Context: an optimization exercise on an open-source flow, tuned for small area. The choices shown serve that exercise and are no tape-out recipe.
No functional check of the RTL was part of this run.

<file path="flow/run.sh">
#!/bin/bash
# synth_recipe.tcl (not shown) runs the flow's synth.tcl, then flattens the netlist and writes it again
# the make line also repeats each setting of config.mk as NAME=value (left out here)
make -C /OpenROAD-flow-scripts/flow DESIGN_CONFIG=/design/flow/config.mk WORK_HOME=/design/flow/orfs CLKGATE_MAP_FILE= SYNTH_SCRIPT=/design/flow/synth_recipe.tcl finish
</file>
<file path="flow/design.v">
module fc_crc16_step (
    input  wire [15:0] crc_in,
    input  wire [7:0]  data,
    output reg  [15:0] crc_out
);
    integer k;
    always @(*) begin
        crc_out = crc_in ^ {8'h00, data};
        for (k = 0; k < 8; k = k + 1) begin
            if (crc_out[0])
                crc_out = (crc_out >> 1) ^ 16'h8408;
            else
                crc_out = crc_out >> 1;
        end
    end
endmodule
module fc_rx_uart (
    input  wire       clk,
    input  wire       rst,         
    input  wire       rxd,         
    input  wire       baud_sel,
    input  wire [7:0] gap_bits,    
    output wire       char_valid,  
    output wire [7:0] char_data,
    output wire       char_stop_ok,
    output wire       line_gap     
);
    localparam S_IDLE  = 2'd0;
    localparam S_START = 2'd1;
    localparam S_DATA  = 2'd2;
    localparam S_STOP  = 2'd3;
    reg       rxd_meta, rxd_s;
    reg [1:0] state;
    reg [4:0] cnt;
    reg [2:0] bitn;
    reg [7:0] shreg;
    reg       armed;      
    reg [4:0] gap_div;
    reg [7:0] gap_cnt;
    wire [4:0] bit_last  = baud_sel ? 5'd15 : 5'd31;
    wire [4:0] half_last = baud_sel ? 5'd7  : 5'd15;
    always @(posedge clk) begin
        if (rst) begin
            rxd_meta <= 1'b1;
            rxd_s    <= 1'b1;
        end else begin
            rxd_meta <= rxd;
            rxd_s    <= rxd_meta;
        end
    end
    always @(posedge clk) begin
        if (rst) begin
            state <= S_IDLE;
            cnt   <= 5'd0;
            bitn  <= 3'd0;
            shreg <= 8'h00;
            armed <= 1'b0;
        end else begin
            case (state)
                S_IDLE: begin
                    cnt <= 5'd0;
                    if (!armed) begin
                        if (rxd_s)
                            armed <= 1'b1;
                    end else if (!rxd_s) begin
                        state <= S_START;
                    end
                end
                S_START: begin
                    if (cnt == half_last) begin
                        cnt  <= 5'd0;
                        bitn <= 3'd0;
                        state <= rxd_s ? S_IDLE : S_DATA;
                    end else begin
                        cnt <= cnt + 5'd1;
                    end
                end
                S_DATA: begin
                    if (cnt == bit_last) begin
                        cnt   <= 5'd0;
                        shreg <= {rxd_s, shreg[7:1]};
                        bitn  <= bitn + 3'd1;
                        if (bitn == 3'd7)
                            state <= S_STOP;
                    end else begin
                        cnt <= cnt + 5'd1;
                    end
                end
                S_STOP: begin
                    if (cnt == bit_last) begin
                        cnt   <= 5'd0;
                        armed <= rxd_s;
                        state <= S_IDLE;
                    end else begin
                        cnt <= cnt + 5'd1;
                    end
                end
            endcase
        end
    end
    assign char_valid   = (state == S_STOP) && (cnt == bit_last);
    assign char_data    = shreg;
    assign char_stop_ok = rxd_s;
    always @(posedge clk) begin
        if (rst || state != S_IDLE || !armed) begin
            gap_div <= 5'd0;
            gap_cnt <= 8'd0;
        end else if (gap_div == bit_last) begin
            gap_div <= 5'd0;
            if (gap_cnt != 8'hFF)
                gap_cnt <= gap_cnt + 8'd1;
        end else begin
            gap_div <= gap_div + 5'd1;
        end
    end
    wire [7:0] gap_limit = (gap_bits == 8'd0) ? 8'd1 : gap_bits;
    assign line_gap = (gap_cnt >= gap_limit);
endmodule
module framecodec_rx (
    input  wire        clk,
    input  wire        rst,          
    input  wire        bus_req,
    input  wire        bus_we,
    input  wire [11:0] bus_addr,
    input  wire [31:0] bus_wdata,
    output reg  [31:0] bus_rdata,
    output reg         bus_err,
    input  wire        rxd,
    output wire        irq
);
    localparam RXBUF_SIZE = 262;
    localparam RX_IDLE       = 2'd0;
    localparam RX_COLLECTING = 2'd1;
    localparam RX_READY      = 2'd2;
    reg        rx_en;
    reg        baud_sel;
    reg  [2:0] ie;           
    reg        err_rx_ovf;
    reg        err_rx_ferr;
    reg  [7:0] rx_gap;
    reg  [1:0] rx_state;
    reg  [8:0] rx_count;
    reg  [15:0] crc_part;    
    reg  [7:0] last1;        
    reg  [7:0] last2;        
    reg  [7:0] rxbuf [0:RXBUF_SIZE-1];
    wire [9:0] word = bus_addr[11:2];
    wire aligned = (bus_addr[1:0] == 2'b00);
    wire sel_ctrl   = aligned && word == 10'h000;
    wire sel_status = aligned && word == 10'h001;
    wire sel_ie     = aligned && word == 10'h002;
    wire sel_err    = aligned && word == 10'h003;
    wire sel_rxctrl = aligned && word == 10'h00C;
    wire sel_rxcnt  = aligned && word == 10'h00D;
    wire sel_calc   = aligned && word == 10'h00E;
    wire sel_recv   = aligned && word == 10'h00F;
    wire sel_gap    = aligned && word == 10'h010;
    wire sel_rxbuf  = aligned && word >= 10'h100 && word < 10'h100 + RXBUF_SIZE;
    wire [8:0] buf_idx = word[8:0] - 9'h100;
    wire mapped = sel_ctrl | sel_status | sel_ie | sel_err | sel_rxctrl |
                  sel_rxcnt | sel_calc | sel_recv | sel_gap | sel_rxbuf;
    wire wr = bus_req && bus_we && mapped;
    wire rd = bus_req && !bus_we && mapped;
    wire soft_reset = wr && sel_ctrl && bus_wdata[31];
    wire do_reset   = rst || soft_reset;
    wire wr_ctrl    = wr && sel_ctrl && !bus_wdata[31];
    wire wr_ie      = wr && sel_ie;
    wire wr_err     = wr && sel_err;
    wire wr_gap     = wr && sel_gap;
    wire release_rx = wr && sel_rxctrl && bus_wdata[0];
    wire       char_valid;
    wire [7:0] char_data;
    wire       char_stop_ok;
    wire       line_gap;
    fc_rx_uart u_uart (
        .clk          (clk),
        .rst          (do_reset),
        .rxd          (rxd),
        .baud_sel     (baud_sel),
        .gap_bits     (rx_gap),
        .char_valid   (char_valid),
        .char_data    (char_data),
        .char_stop_ok (char_stop_ok),
        .line_gap     (line_gap)
    );
    wire [15:0] crc_next;
    fc_crc16_step u_crc (
        .crc_in  (crc_part),
        .data    (last2),
        .crc_out (crc_next)
    );
    wire       rx_en_now    = wr_ctrl ? bus_wdata[0] : rx_en;
    wire [1:0] state_now    = release_rx ? RX_IDLE : rx_state;
    wire [8:0] count_now    = release_rx ? 9'd0 : rx_count;
    wire       accept       = char_valid && rx_en_now;
    wire       store        = accept && state_now != RX_READY && count_now != RXBUF_SIZE;
    wire       drop         = accept && !store;
    always @(posedge clk) begin
        if (do_reset) begin
            rx_en       <= 1'b0;
            baud_sel    <= 1'b0;
            ie          <= 3'b000;
            err_rx_ovf  <= 1'b0;
            err_rx_ferr <= 1'b0;
            rx_gap      <= 8'd20;
            rx_state    <= RX_IDLE;
            rx_count    <= 9'd0;
            crc_part    <= 16'h0000;
            last1       <= 8'h00;
            last2       <= 8'h00;
        end else begin
            if (wr_ctrl) begin
                rx_en    <= bus_wdata[0];
                baud_sel <= bus_wdata[1];
            end
            if (wr_ie)
                ie <= bus_wdata[2:0];
            if (wr_gap)
                rx_gap <= bus_wdata[7:0];
            err_rx_ovf  <= (err_rx_ovf  && !(wr_err && bus_wdata[3])) || drop;
            err_rx_ferr <= (err_rx_ferr && !(wr_err && bus_wdata[4])) ||
                           (accept && !char_stop_ok);
            if (store) begin
                rx_state <= RX_COLLECTING;
                rx_count <= count_now + 9'd1;
                last1    <= char_data;
                last2    <= last1;
                if (release_rx)
                    crc_part <= 16'h0000;
                else if (rx_count >= 9'd2)
                    crc_part <= crc_next;
            end else if (release_rx) begin
                rx_state <= RX_IDLE;
                rx_count <= 9'd0;
                crc_part <= 16'h0000;
            end else if (line_gap && rx_state == RX_COLLECTING) begin
                rx_state <= RX_READY;
            end
        end
    end
    always @(posedge clk) begin
        if (!do_reset && store)
            rxbuf[count_now] <= char_data;
    end
    wire ready  = (rx_state == RX_READY);
    wire n_ge2  = (rx_count >= 9'd2);
    wire [15:0] crc_calc = (ready && n_ge2) ? crc_part : 16'h0000;
    wire [15:0] crc_recv = (ready && n_ge2) ? {last1, last2} : 16'h0000;
    wire crc_ok  = ready && n_ge2 && (crc_calc == crc_recv);
    wire sync_ok = ready && (rxbuf[0] == 8'h02);
    wire addr_ok = ready && n_ge2 && (rxbuf[1] == 8'h03);
    wire len_ok  = ready && (rx_count >= 9'd6) &&
                   ((rx_count <= 9'd250) ? (rxbuf[2] == rx_count[7:0])
                                         : (rxbuf[2] == 8'h00));
    wire err_any = err_rx_ovf | err_rx_ferr;
    assign irq = (ready && ie[1]) || (err_any && ie[2]);
    reg [31:0] rdata;
    always @(*) begin
        rdata = 32'h0000_0000;
        if (sel_ctrl)   rdata = {30'd0, baud_sel, rx_en};
        if (sel_status) rdata = {22'd0, irq, err_any, len_ok, addr_ok, sync_ok,
                                 crc_ok, rx_state == RX_COLLECTING, ready, 2'b00};
        if (sel_ie)     rdata = {29'd0, ie};
        if (sel_err)    rdata = {27'd0, err_rx_ferr, err_rx_ovf, 3'b000};
        if (sel_rxcnt)  rdata = {23'd0, rx_count};
        if (sel_calc)   rdata = {16'd0, crc_calc};
        if (sel_recv)   rdata = {16'd0, crc_recv};
        if (sel_gap)    rdata = {24'd0, rx_gap};
        if (sel_rxbuf && buf_idx < rx_count)
            rdata = {24'd0, rxbuf[buf_idx]};
    end
    always @(posedge clk) begin
        if (rst) begin
            bus_rdata <= 32'h0000_0000;
            bus_err   <= 1'b0;
        end else begin
            bus_rdata <= rd ? rdata : 32'h0000_0000;
            bus_err   <= bus_req && !mapped;
        end
    end
endmodule
</file>
<file path="flow/constraint.sdc">
create_clock -name core_clock -period 10.0 [get_ports {clk}]
set_input_delay 2.0000 -clock core_clock [delete_from_list [all_inputs] [get_ports {clk}]]
set_output_delay 2.0000 -clock core_clock [all_outputs]
set_load 0.01 [all_outputs]
</file>
<file path="flow/config.mk">
export PLATFORM = sky130hd
export DESIGN_NAME = framecodec_rx
export DESIGN_NICKNAME = framecodec_rx
export VERILOG_FILES = /design/flow/design.v
export SDC_FILE = /design/flow/constraint.sdc
export NUM_CORES = 4
export LEC_CHECK = 0
export CAP_MARGIN = 20
export CORE_MARGIN = 2
export CORE_UTILIZATION = 40
export SLEW_MARGIN = 20
</file>
==> results.sh <==
export IMPL_synth_fa_ha_area_frac=0.00412
export IMPL_nNetsFinal=4971
export IMPL_synth_compound_area_frac=0.0403
export IMPL_cts_hold_buffers_added=0
export IMPL_path_class="primary input to register"
export IMPL_clkTransAtPathRegs_ns=0.06
export IMPL_drt_iter0_drc=6371
export IMPL_cts_sinks=2221
export IMPL_rows=172
export IMPL_tightest_slew_ns=1.27
export IMPL_crit_required_ns=10.46
export IMPL_syn_cell_area_um2=88100
export IMPL_n_fill_cell=18500
export IMPL_cts_root_buffer_cell="clkbuf_16"
export IMPL_cts_buffers=214
export IMPL_post_route_min_period_ns=7.01
export IMPL_cts_tree="done"
export IMPL_synth_top_area_cell="edfxtp_1"
export IMPL_max_freq_mhz=143
export IMPL_cpMostUsedCell="nand2_1"
export IMPL_arrival_ns=7.47
export IMPL_switching_share=0.210
export IMPL_timing_rr_end="rxbuf[128][4]$_DFFE_PP_"
export IMPL_ys_seq_area_frac=0.744
export IMPL_crit_slowest_cell="or4b_1"
export IMPL_post_drt_wl_per_cell_um=31.4
export IMPL_p_switching_mw=3.93
export IMPL_drive_above_1_share=0.198
export IMPL_placed_area_um2=92700
export IMPL_ctsLongestPathBuffers=3
export IMPL_drc=0
export IMPL_internal_power_mw=14.8
export IMPL_reg2regPathDepth=6
export IMPL_fin_hold_ws_ns=0.409
export IMPL_grt_pass1_vias=46400
export IMPL_setup_violations=0
export IMPL_synth_top_area_frac=0.720
export IMPL_yosys_top_cells_area="edfxtp_1 (72%), mux4_2 (11%), dfxtp_1 (2.5%), mux2i_1 (2.4%), nor2_1 (1.3%)"
export IMPL_fin_worst_skew_ns=0.0400
export IMPL_layout_common_cells="edfxtp_1 (2112), mux4_2 (448), nor2_1 (303), nand2_1 (257), clkbuf_16 (222)"
export IMPL_synthMuxAreaShare=0.141
export IMPL_htree_levels=4
export IMPL_postCtsResizedCells=0
export IMPL_syn2layout_area_growth_pct=13.0
export IMPL_final_max_slew_violation_count=0
export IMPL_r2r_start="baud_sel$_SDFFE_PP0N_"
export IMPL_synthCells=4716
export IMPL_power_leakage_nw=31.5
export IMPL_drt_first_pass_iters=5
export IMPL_ant_nets=0
export IMPL_port_buffer_count=43
export IMPL_cp_startpoint="bus_addr[1]"
export IMPL_die_area_um2=224000
export IMPL_p_comb_frac=0.040
export IMPL_die_width_um=473
export IMPL_antenna_found_initial=12
export IMPL_synth_top_family_by_area="multiplexers"
export IMPL_hold_path_class="register to register"
export IMPL_grt_use_total=0.219
export IMPL_worstPathMaxFanout=18
export IMPL_hp_start="u_uart.rxd_meta$_SDFF_PP1_"
export IMPL_synthDistinctLibCells=89
export IMPL_cp_end_kind="register"
export IMPL_synthSimpleGateAreaFrac=0.0471
export IMPL_clkLatencyLatePin_ns=0.85
export IMPL_max_slew_margin_rel=0.155
export IMPL_post_cts_buffers=0
export IMPL_gp_congestion=0.894
export IMPL_min_to="u_uart.rxd_s$_SDFF_PP1_"
export IMPL_vdd_ir_drop_max_mv=0.187
export IMPL_syn_avg_cell_area_um2=18.7
export IMPL_final_common_cell="edfxtp_1"
export IMPL_drt_total_wl_um=249000
export IMPL_place_hpwl_um=151000
export IMPL_outcome="complete, no violations"
export IMPL_ff2ff_setup_slack_ns=5.29
export IMPL_p_total_mw=18.7
export IMPL_clockPowerShare=0.425
export IMPL_setup_tns_ns=0
export IMPL_synthFlopType="edfxtp_1"
export IMPL_synth_seq_cells=2221
export IMPL_async_flop_share=0
export IMPL_max_stage_delay_ns=1.13
export IMPL_vias=47500
export IMPL_synth_xor_area_frac=0.00636
export IMPL_gr_total_overflow=0
export IMPL_floorplan_initialDensity=0.402
export IMPL_core_um2=219000
export IMPL_hold_viol_final=0
export IMPL_synth_edf_count=2112
export IMPL_final_area_um2=99600
export IMPL_timing_final_crit_share=0.701
export IMPL_grt_pass1_wl_um=351000
export IMPL_rsz0062_at_grt="false"
export IMPL_hold_path_depth=1
export IMPL_path_cells="clkdlybuf4s50_1 > or4_1 > nor4_1 > nand2_1 > buf_4 > nand2_1 > inv_1 > ha_1 > and3b_1 > a41o_1 > a21bo_2 > nand2_1 > or4b_1 > nor2_1"
export IMPL_p_seq_frac=0.535
export IMPL_max_cap_violations=0
export IMPL_viasPerCell=5.97
export IMPL_ys_warn_count=3
export IMPL_die_y_um=473
export IMPL_grt_max_degree=210
export IMPL_cp_start_kind="primary input"
export IMPL_io_pins=83
export IMPL_power_per_cell_area_nw_per_um2=188
[power by group through the flow]
stage          sequential, mW  clock, mW  combinational [mW]
2_1_floorplan            10.2          0               0.451
3_3_place_gp             10.2          0               0.749
3_5_place_dp             10.2          0               0.750
4_1_cts                  10.0       8.07               0.752
5_1_grt                  10.0       8.43               0.778
6_report                 10.0       7.96               0.754
[per-stage QoR]
stage                     std cells  utilization  setup WS (ns)
after floorplan                4739            -           3.55
after global placement         7546        0.423           2.37
after detailed placement       7546        0.423           2.28
after CTS                      7940        0.454           3.16
after global routing           7943        0.454           2.68
final                          7946        0.454           2.99
[flip-flops by register name (all words and copies together), names as in the netlist, 2 cells and up, named ones only]
register / flops
ie: 3
u_uart.gap_div: 5
crc_part: 16
u_uart.bitn: 3
rx_count: 9
u_uart.shreg: 8
u_uart.gap_cnt: 8
rx_state: 2
last2: 8
u_uart.cnt: 5
bus_rdata: 16
rx_gap: 8
last1: 8
rxbuf: 2112
[routing by layer]
metal / share of wire / GRT usage / vias up
met1: 0.41 / 0.311 / 25200
li1: - / - / 19500
met5: 0.00022 / 0 / -
met2: 0.46 / 0.339 / 2311
met4: 0.034 / 0.0720 / 8
met3: 0.092 / 0.0459 / 407
[how the worst max path moves through the flow]
stage / to / cells after the start
6_report: rxbuf[51][3]$_DFFE_PP_ / 14
5_1_grt: rxbuf[128][1]$_DFFE_PP_ / 13
4_1_cts: rxbuf[51][7]$_DFFE_PP_ / 14
3_5_place_dp: rxbuf[51][5]$_DFFE_PP_ / 14
3_3_place_gp: rxbuf[17][4]$_DFFE_PP_ / 14
2_1_floorplan: rxbuf[128][0]$_DFFE_PP_ / 15
[logic make-up (layout without fill, tap and decap cells)]
logic type	Yosys count	in the layout
buf+inv	327	659
simple gates	898	898
xor+xnor	64	64
flops	2221	2221
compound gates	494	494
fa+ha+maj	29	29
other cells	1	28
mux	682	682
[layout make-up]
cell class	instances	area (µm²)	area share
antenna	4	10.0	0.000101
clock buffer	282	5780	0.0581
clock inverter	112	1010	0.0102
inverter	33	126	0.00127
multi-input combinational	2191	21300	0.214
sequential	2221	65600	0.659
tap	2871	3590	0.0361
timing repair buffer	232	2080	0.0209
[Yosys cell counts (12+ instances only)]
master / instances
o221ai_1: 23
nand2_1: 257
nor2b_1: 17
buf_4: 29
xnor2_1: 40
mux4_2: 448
ha_1: 29
a22oi_1: 107
dfxtp_1: 109
o21ai_0: 32
nand4_1: 19
buf_2: 71
clkbuf_1: 157
nor3_1: 102
buf_1: 34
mux2_2: 21
a221oi_1: 12
mux2i_1: 212
nand3_1: 61
inv_1: 30
a31oi_1: 20
xor2_1: 24
a21oi_1: 92
a22o_1: 24
nor4_1: 34
nand2b_1: 22
a2111oi_0: 14
edfxtp_1: 2112
a211oi_1: 32
o211ai_1: 12
nor2_1: 308
o22ai_1: 32
[worst max-delay path: cells and delay by family]
kind	cells	cell delay (ns)
buffers and inverters	3	0.82
AND/OR/NAND/NOR	8	3.85
AO/OA/AOI/OAI	2	0.45
adder cells (fa/ha/maj)	1	0.33

==> afterwards: timing with drivers on the ports <==
No port has a modelled driver above. Below, the same layout with a new extraction and two added sets of constraints. Step 1 assumes that a clkbuf_16 drives the clock port and a buf_2 every other input. Step 2 also shifts input and output timing later by t, the mid clock arrival at the registers, as if the neighbouring blocks saw the same clock. Slacks: ideal ports / drivers / drivers and shift; pairs: ideal ports / drivers.
t, ns: 0.922
slack for setup (ns): 2.988 / 3.053 / 2.131
worst hold slack (ns): 0.409 / 0.409 / 0.409
slew at the worst register clock pin (ns): 0.07 / 0.07
After both steps this run still meets setup and hold. The setup slack of this run moves by +0.065 ns with the drivers and by -0.857 ns with both steps.
